Context: an optimization exercise on an open-source flow, tuned for small area, a short achievable clock period and few clock cycles. The choices shown serve that exercise and are no tape-out recipe.
Function not checked in this run: the RTL went through the layout flow alone.
Power is estimated from default activity; no workload was simulated.

**design.v**
```verilog
module mcp23x17_seq (
    input  wire        clk,
    input  wire        rst,             
    input  wire [7:0]   cfg_mode,       
    input  wire [11:0]  cfg_opcode,     
    input  wire [3:0]   cfg_bank,       
    input  wire [287:0] cfg_porta,      
    input  wire [255:0] cfg_portb,      
    input  wire [3:0]   cmd_valid,
    input  wire [63:0]  cmd_word,
    output wire [3:0]   cmd_ready,
    output wire [31:0]  ctx_status,     
    output wire [31:0]  rsp_data,       
    output wire [15:0]  fault_status,
    output wire [7:0]   fault_ctx,
    output wire [7:0]   fault_dev,
    output wire         escalate,
    output reg  [3:0]   cs,
    input  wire         spi_busy,
    output wire         spi_req,
    output wire [23:0]  spi_tx,
    input  wire         spi_ack,
    input  wire [23:0]  spi_rx,
    input  wire [1:0]   spi_st,
    output wire         i2c_req,
    output wire         i2c_rnw,
    output wire [1:0]   i2c_len,
    output wire [7:0]   i2c_sla,
    output wire [23:0]  i2c_wdata,
    input  wire         i2c_ack,
    input  wire [1:0]   i2c_st,
    input  wire [7:0]   i2c_rdata
);
    localparam [2:0] S_IDLE  = 3'd0,    
                     S_PRE   = 3'd1,    
                     S_SREQ  = 3'd2,    
                     S_POST  = 3'd3,    
                     S_PULSE = 3'd4,    
                     S_IW    = 3'd5,    
                     S_IR    = 3'd6;    
    localparam [1:0] CMD_INIT  = 2'd0,
                     CMD_READ  = 2'd1,
                     CMD_WRITE = 2'd2;
    localparam [1:0] MODE_SPI = 2'd1,
                     MODE_I2C = 2'd2;
    localparam [4:0] INIT_LAST = 5'd23;
    function is_illegal(input [15:0] w);
        begin
            if (w[13])
                is_illegal = 1'b1;
            else case (w[15:14])
                2'b00:   is_illegal = (w[12:0] != 13'd0);
                2'b01:   is_illegal = (w[11:8] > 4'd10) || (w[7:0] != 8'd0);
                2'b10:   is_illegal = (w[11:8] > 4'd10);
                default: is_illegal = 1'b1;
            endcase
        end
    endfunction
    function [3:0] eight_reg(input [2:0] k);
        case (k)
            3'd0: eight_reg = 4'd0;    
            3'd1: eight_reg = 4'd1;    
            3'd2: eight_reg = 4'd2;    
            3'd3: eight_reg = 4'd3;    
            3'd4: eight_reg = 4'd4;    
            3'd5: eight_reg = 4'd6;    
            3'd6: eight_reg = 4'd9;    
            default: eight_reg = 4'd10;  
        endcase
    endfunction
    reg  [3:0]  busy;
    reg  [1:0]  kind  [0:3];
    reg  [12:0] args  [0:3];    
    reg  [7:0]  rsp_b [0:3];
    reg  [3:0]  dval;
    reg  [3:0]  okval;
    reg  [3:0]  rok;
    reg         flt_valid;
    reg  [3:0]  flt_cause;
    reg  [1:0]  flt_ctx;
    reg  [2:0]  st;
    reg  [1:0]  own;
    reg  [2:0]  f_op;           
    reg         f_rw;           
    reg  [4:0]  f_addr;
    reg  [7:0]  f_data;         
    integer k;
    wire [7:0] f_ctrl = {4'b0100, f_op, f_rw};
    assign spi_req   = (st == S_SREQ) && !flt_valid;
    assign spi_tx    = {f_ctrl, 3'b000, f_addr, f_rw ? 8'h00 : f_data};
    assign i2c_req   = ((st == S_IW) || (st == S_IR)) && !flt_valid;
    assign i2c_rnw   = (st == S_IR);
    assign i2c_len   = (st == S_IR) ? 2'd1 : (f_rw ? 2'd2 : 2'd3);
    assign i2c_sla   = {5'b00000, f_op};
    assign i2c_wdata = {f_ctrl, 3'b000, f_addr, f_data};
    wire [3:0] acc = cmd_valid & ~busy & {4{~flt_valid}};
    wire spi_ackd = (st == S_SREQ) && spi_ack && !flt_valid;
    wire i2c_ackd = ((st == S_IW) || (st == S_IR)) && i2c_ack && !flt_valid;
    reg        new_flt;
    reg [3:0]  new_cause;
    reg [1:0]  new_ctx;
    integer    i;
    always @(*) begin
        new_flt   = 1'b0;
        new_cause = 4'd0;
        new_ctx   = own;
        if (spi_ackd && spi_st != 2'd0) begin
            new_flt   = 1'b1;
            new_cause = (spi_st == 2'd1) ? 4'd1 : 4'd2;
        end else if (i2c_ackd && i2c_st != 2'd0) begin
            new_flt   = 1'b1;
            if (st == S_IW)
                new_cause = (i2c_st == 2'd1) ? 4'd3 : 4'd4;
            else
                new_cause = (i2c_st == 2'd1) ? 4'd5 : 4'd6;
        end else begin
            for (i = 3; i >= 0; i = i - 1) begin
                if (acc[i]) begin
                    if (is_illegal(cmd_word[16*i +: 16])) begin
                        new_flt   = 1'b1;
                        new_cause = 4'd8;
                        new_ctx   = i[1:0];
                    end else if (cfg_mode[2*i +: 2] != MODE_SPI &&
                                 cfg_mode[2*i +: 2] != MODE_I2C) begin
                        new_flt   = 1'b1;
                        new_cause = 4'd7;
                        new_ctx   = i[1:0];
                    end
                end
            end
        end
    end
    wire upd = !flt_valid && !new_flt;
    wire [3:0] pend = busy & ~(((st != S_IDLE) ? 4'b0001 : 4'b0000) << own);
    reg        nx_valid;
    reg [1:0]  nx;
    reg [1:0]  cand;
    integer    j;
    always @(*) begin
        nx_valid = 1'b0;
        nx       = 2'd0;
        for (j = 4; j >= 1; j = j - 1) begin
            cand = own + j[1:0];
            if (pend[cand]) begin
                nx_valid = 1'b1;
                nx       = cand;
            end
        end
    end
    wire [1:0]  n_mode = cfg_mode[2*nx +: 2];
    wire [2:0]  n_opc  = cfg_opcode[3*nx +: 3];
    wire        n_bank = cfg_bank[nx];
    wire [71:0] n_pa   = cfg_porta[72*nx +: 72];
    wire [63:0] n_pb   = cfg_portb[64*nx +: 64];
    wire [1:0]  n_kind = kind[nx];
    wire [12:0] n_args = args[nx];
    wire [4:0]  n_idx  = n_args[4:0];
    wire        n_spi  = (n_mode == MODE_SPI);
    reg        n_rw;
    reg        n_pulse;
    reg        n_port;
    reg [3:0]  n_reg;
    reg [7:0]  n_data;
    always @(*) begin
        n_rw    = 1'b0;
        n_pulse = 1'b0;
        n_port  = n_args[12];
        n_reg   = n_args[11:8];
        n_data  = n_args[7:0];
        if (n_kind == CMD_READ) begin
            n_rw = 1'b1;
        end else if (n_kind == CMD_INIT) begin
            n_port = n_idx[4];
            if (n_idx[4:3] == 2'b00) begin
                n_pulse = (n_idx[1:0] == 2'd0);
                n_rw    = n_idx[1];
                n_reg   = 4'd5;
                n_data  = n_pa[64 +: 8];
            end else begin
                n_reg   = eight_reg(n_idx[2:0]);
                n_data  = n_idx[4] ? n_pb[8*n_idx[2:0] +: 8] : n_pa[8*n_idx[2:0] +: 8];
            end
        end
    end
    wire [4:0] n_addr = n_bank ? {n_port, n_reg} : {n_reg, n_port};
    wire fin = (st == S_PULSE) ||
               ((st == S_POST) && !spi_busy) ||
               ((st == S_IW) && i2c_ack && !f_rw) ||
               ((st == S_IR) && i2c_ack);
    wire go  = (st == S_IDLE) || fin;
    wire [1:0]  o_kind = kind[own];
    wire [12:0] o_args = args[own];
    wire        o_more = (o_kind == CMD_INIT) && (o_args[4:0] != INIT_LAST);
    wire [4:0]  o_next = (o_args[4:3] == 2'b00 && o_args[1]) ? 5'd8 : o_args[4:0] + 5'd1;
    wire [7:0]  o_rd   = (st == S_IR) ? i2c_rdata : f_data;
    always @(posedge clk) begin
        for (k = 0; k < 4; k = k + 1) begin
            if (acc[k]) begin
                kind[k] <= cmd_word[16*k+14 +: 2];
                args[k] <= {cmd_word[16*k+1 +: 12],
                            cmd_word[16*k] | (cmd_word[16*k+14 +: 2] == CMD_INIT &&
                                              cfg_mode[2*k +: 2] == MODE_I2C)};
            end
        end
        if (spi_ackd) begin
            if (f_rw)
                args[own][5] <= (spi_rx[7:0] == f_data);
            f_data <= spi_rx[7:0];
        end
        if (i2c_ackd && st == S_IR)
            args[own][5] <= (i2c_rdata == f_data);
        case (st)
            S_PRE:  if (!spi_busy) st <= S_SREQ;
            S_SREQ: if (spi_ack)   st <= S_POST;
            S_IW:   if (i2c_ack && f_rw) st <= S_IR;
            default: ;
        endcase
        if (fin) begin
            if (o_more)
                args[own][4:0] <= o_next;
            else if (upd) begin
                if (o_kind == CMD_READ) begin
                    rsp_b[own] <= o_rd;
                    dval[own]  <= 1'b1;
                end else if (o_kind == CMD_INIT) begin
                    rok[own]   <= o_args[5];
                    okval[own] <= 1'b1;
                end
            end
        end
        if (go) begin
            if (nx_valid) begin
                own    <= nx;
                f_op   <= n_spi ? {1'b0, n_opc[1:0]} : n_opc;
                f_rw   <= n_rw;
                f_addr <= n_addr;
                f_data <= n_data;
                st     <= n_spi ? (n_pulse ? S_PULSE : S_PRE) : S_IW;
                if (upd)
                    cs <= n_spi ? (4'b0001 << nx) : 4'b0000;
            end else begin
                st <= S_IDLE;
                if (upd)
                    cs <= 4'b0000;
            end
        end
        if (upd)
            busy <= (busy | acc) & ~((fin && !o_more) ? (4'b0001 << own) : 4'b0000);
        if (new_flt) begin
            flt_valid <= 1'b1;
            flt_cause <= new_cause;
            flt_ctx   <= new_ctx;
        end
        if (rst) begin
            busy      <= 4'd0;
            dval      <= 4'd0;
            okval     <= 4'd0;
            rok       <= 4'd0;
            flt_valid <= 1'b0;
            flt_cause <= 4'd0;
            flt_ctx   <= 2'd0;
            cs        <= 4'd0;
            st        <= S_IDLE;
            own       <= 2'd0;
        end
    end
    assign cmd_ready = ~busy & {4{~flt_valid}};
    genvar g;
    generate
        for (g = 0; g < 4; g = g + 1) begin : g_status
            assign ctx_status[8*g +: 8] = {3'b000, busy[g], rok[g], okval[g],
                                           dval[g], busy[g]};
            assign rsp_data[8*g +: 8]   = rsp_b[g];
        end
    endgenerate
    reg [3:0] flt_phase;
    always @(*) begin
        case (flt_cause)
            4'd1, 4'd2: flt_phase = 4'd4;
            4'd3, 4'd4: flt_phase = 4'd7;
            4'd5, 4'd6: flt_phase = 4'd8;
            default:    flt_phase = 4'd0;
        endcase
    end
    assign fault_status = {4'b0000, flt_phase, 3'b000, flt_cause, flt_valid};
    assign fault_ctx    = {6'd0, flt_ctx};
    assign fault_dev    = {6'd0, flt_ctx};
    assign escalate     = flt_valid;
endmodule
```
**run.sh**
```bash
#!/bin/bash
# synth_recipe.tcl (not shown) runs the flow's synth.tcl, then flattens the netlist and writes it again
# the make line also repeats each setting of config.mk as NAME=value (left out here)
make -C /OpenROAD-flow-scripts/flow DESIGN_CONFIG=/design/flow/config.mk WORK_HOME=/design/flow/orfs CLKGATE_MAP_FILE= SYNTH_SCRIPT=/design/flow/synth_recipe.tcl finish
```
**config.mk**
```make
export PLATFORM = sky130hd
export DESIGN_NAME = mcp23x17_seq
export DESIGN_NICKNAME = mcp23x17_seq
export VERILOG_FILES = /design/flow/design.v
export SDC_FILE = /design/flow/constraint.sdc
export NUM_CORES = 4
export LEC_CHECK = 0
export CAP_MARGIN = 20
export CORE_AREA = 5 5 325 325
export DIE_AREA = 0 0 330 330
export SLEW_MARGIN = 20
```
**constraint.sdc**
```tcl
create_clock -name core_clock -period 10.0 [get_ports {clk}]
set_input_delay 2.0000 -clock core_clock [delete_from_list [all_inputs] [get_ports {clk}]]
set_output_delay 2.0000 -clock core_clock [all_outputs]
set_load 0.01 [all_outputs]
```
==> qor_table.md <==
| Metric | Reported |
|---|---|
| WP buf/inv | 2 |
| Switching Fraction | 50.3% |
| Placed wire-length estimate after detailed placement | 84.8 mm |
| Initial standard-cell utilization of the core | 13.2% |
| Portion of total power attributed to the clock network | 15.7% |
| Final GP Congestion | 0.897 |
| Number of global-route vias before repair | 16.0k |
| Worst Path Max Fanout | 49 |
| Total negative slack for setup checks | 0 ns |
| Flip-flop cell with the highest count after synthesis | sky130_fd_sc_hd__edfxtp_1 |
| Maximum number of pins on one net before global-route repair | 159 |
| Share of the clock period used by the worst path | 72.5% |
| CP endpoint kind | register |
| Number of synthesized register bits | 143 |
| Post-placement worst setup slack | 2.91 ns |
| Clock Path Buffers | 2 |
| Global Route met1 Usage | 23.3% |
| Inst Count DP | 3740 |
| Clock transition at the registers of the reported paths | 0.09 ns |
| Warning count from the yosys run | 2 |
| Worst slew margin relative to its limit | 29.5% |
| Cells along the critical path | inv_1, ha_1, mux4_2, nor4_2, o221a_4, mux2i_4, buf_4, mux2_2, a211oi_1, a211oi_1, o21ai_0, nand3_1, a41o_1 |
| Die Y | 330 um |
| Worst vdd ir | 0.155 mV |
| Number of buffers created by CTS | 17 |
| Slack of the worst reg-to-reg path | 2.75 ns |
| Die Area | 0.109 sq mm |
| Ratio of routed vias to standard cells | 4.32 |
| Maximum clock skew at final layout | 0.0245 ns |
| Post-route setup slack | 2.75 ns |
| Cell Count, Final, Fillers Out | 3784 |
| H-tree levels | 4 |
| Setup bufs post-CTS | 0 |
| RSZ-0062 raised after global routing | false |
| Number of hold buffers added after cts | 0 |
| Final Total Pwr | 4.36 mW |
| Top-level I/O count | 843 |
| CTS Root Cell | sky130_fd_sc_hd__clkbuf_16 |
| Minimum hold slack | 0.446 ns |
| Met3 global-route usage | 3.68% |
| Width of the die | 330 um |
| Class of the most critical hold timing path | reg2reg |
| Crit path largest cell delay | 0.90 ns |
| Data arrival time of the critical path | 7.66 ns |
| First-pass DRT Iterations | 5 |
| Status | finished clean |
| Switching Power | 2.19 mW |
| RR Startpoint | own[0] |
| PostCTS Resize Cnt | 0 |
| Sequential share of power | 20.0% |
| Delay-heaviest family, CP | compound AO/OA/AOI/OAI gates |
| Global-route congestion overflow total | 0 |
| Number of cells on the worst hold path | 2 |
| Core ar. | 0.102 sq mm |
| Path type of the worst setup path | reg2reg |
| Syn Inst Count | 1719 |
| Data required time at the worst endpoint | 10.41 ns |
| Overall fraction of global-route tracks in use | 17.5% |
| Remaining routing DRC violations | 0 |
| Hold path startpoint | okval[0] |
| Number of cells traversed by the worst register-to-register path | 13 |
| Capture endpoint of the worst hold path | okval[0] |
| Number of cell rows | 117 |
| Final critical-path required period | 7.25 ns |
| Post-detailed-route wirelength per cell | 27.0 um |
| Final WL | 102 mm |
| Internal power of the cells | 2.17 mW |
| Count of max-cap constraint violations | 0 |
| Non-Filler Cell Area, Final | 0.0229 sq mm |
| Most frequent cell on the critical path | sky130_fd_sc_hd__a211oi_1 |
| Clock latency reported for the late side of the worst-skew pair | 0.46 ns |
| Final setup violation count | 0 |
| Pwr/cell area | 190 mW/mm^2 |
| Number of endpoints with negative hold slack in the final report | 0 |
| Final Net Count | 3079 |
| Fraction of layout instances using a drive strength above 1 | 5.41% |
| Count of different cell masters after synthesis | 80 |
| Number of input and output port buffers inserted | 776 |
| Total stage count of the critical path | 13 |
| Slew at the pin with the worst max-slew slack | 1.05 ns |
| Mean instance size in the synthesized netlist | 7.82 sq um |
| Layout overhead on the synthesized area | 70.6% |
| Standard cell with the maximum stage delay on the critical path | sky130_fd_sc_hd__a211oi_1 |
| Startpoint type of the worst setup path | register |
| Core occupancy in the finished layout | 22.5% |
| Max-slew violation total from the final report | 0 |
| FMAX | 0.138 GHz |
| Total via count after detailed routing | 16.3k |
| Clock Sink Count | 143 |
| Combinational Power Share | 64.3% |
| Wire length of the first global-routing pass | 133 mm |
| Fraction of the yosys area taken by sequential cells | 28.8% |
| Antenna violations before repair | 29 |
| Share of async-settable or async-resettable flops after synthesis | 0% |
| Antenna violation net count after detailed routing | 0 |
| CTS tree | yes |
| Mapped cell area | 0.0134 sq mm |
| Number of enable flip-flop cells after synthesis | 101 |
| Endpoint of the worst register-to-register path | f_data[5] |
| Cell area after placement | 0.0223 sq mm |
| Met2 Resource Use GR | 29.8% |
| Number of DRC violations after detailed-routing iteration 0 | 1736 |
| Grt peak-use layer | met2 |
| Leak | 8.47 nW |
flip-flops by register name (all words and copies together) (netlist names), named ones only:
register   count
kind           8
flt_cause      4
dval           4
busy           4
f_addr         5
args          52
rsp_b         32
okval          4
f_op           3
rok            4
f_data         8
st             3
own            2
cs             4
f_rw           1
flt_ctx        2
flt_valid      1
power by group through the flow:
| stage | registers [mW] | logic [mW] | clock network [mW] |
|---|---|---|---|
| finish | 0.873 | 2.80 | 0.684 |
| global route | 0.885 | 3.01 | 0.720 |
| CTS | 0.876 | 2.85 | 0.697 |
| detailed placement | 0.888 | 2.84 | 0 |
| global placement | 0.888 | 2.83 | 0 |
| floorplan | 0.819 | 1.53 | 0 |
cell usage after synthesis (all sizes together) (21+ instances only):
cell type | number | area, sq um
o21ai | 66 | 330
nor2 | 76 | 285
edfxtp | 101 | 3030
nand3 | 156 | 781
nand2 | 452 | 1700
mux4 | 29 | 668
dfxtp | 42 | 841
clkbuf | 53 | 199
a311oi | 21 | 184
a21oi | 65 | 325
mux2i | 131 | 1350
inv | 22 | 82.6
buf | 145 | 957
and3 | 35 | 219
a211oi | 26 | 195
a31oi | 39 | 244
mux2 | 24 | 270
kinds of logic after synthesis:
group | Yosys count | share of synthesized area, %
buf+inv | 224 | 9.33
other cells | 2 | 0.0559
mux | 184 | 17.0
flops | 143 | 28.8
compound gates | 320 | 15.8
simple gates | 823 | 27.2
xor+xnor | 13 | 0.847
fa+ha+maj | 10 | 0.931
area by class of cell:
cell class,instances,area [sq um]
multi-input cells,1400,8620
well taps,1368,1710
clock inverters,15,174
flip-flops and latches,143,3870
repair buffers,804,7990
diodes,11,27.5
fillers,11200,78800
clock buffers,17,425
inverters,26,97.6
cell usage in the layout (no fill, tap or decap), drive strengths merged, types with 11 or more instances in the layout:
master,netlist,layout
a211oi,26,26
a311oi,21,21
nor2,76,76
nand2,452,452
nor2b,18,18
diode,0,11
and3,35,35
inv,22,30
a21oi,65,65
nor3,20,20
xor2,12,12
buf,145,28
nor4,13,13
nand3,156,156
o21ai,66,66
o22ai,16,16
a31oi,39,39
mux2i,131,131
mux2,24,24
clkdlybuf4s50,0,776
conb,2,50
edfxtp,101,101
clkbuf,53,17
mux4,29,29
dfxtp,42,42
worst max-delay path by stage:
stage                   to  slack, ns          from
2_1_floorplan  rsp_b[0][0]       5.21  cmd_word[42]
3_3_place_gp     f_data[5]       2.96        own[0]
3_5_place_dp     f_data[5]       2.91        own[0]
4_1_cts          f_data[5]       2.92        own[0]
5_1_grt          f_data[5]       2.62        own[0]
6_report         f_data[5]       2.75        own[0]
per-layer routing:
layer	vias up	share of wire [%]
met1	7878	42
met4	18	1.4
li1	7497	-
met3	73	8.0
met5	-	0.12
met2	866	48
tightest hold or removal path: stages, from the launching register on:
cell	delay [ns]
sky130_fd_sc_hd__dfxtp_1	0.31
sky130_fd_sc_hd__inv_1	0.04
sky130_fd_sc_hd__a21oi_1	0.05

==> static timing again, ports no longer ideal <==
The results above use ideal ports. As a check the final layout listed here was re-extracted and re-timed, cells and wires unchanged. Step 1: set_driving_cell puts a clkbuf_16 on clk and a buf_2 on each other input, an assumption about the parent block. Step 2 also shifts input and output timing later by t, the mid clock arrival at the registers, as if the neighbouring blocks saw the same clock. a / b / c = ideal ports / drivers / drivers and shift; a / b = the first two.
shift t [ns]: 0.495
setup WS [ns]: 2.748 / 2.748 / 2.748
worst setup path at the end: register to register
After both steps setup and hold are still met in this run. For this run, drivers alone change the setup slack by 0.000 ns; drivers and shift together by 0.000 ns.
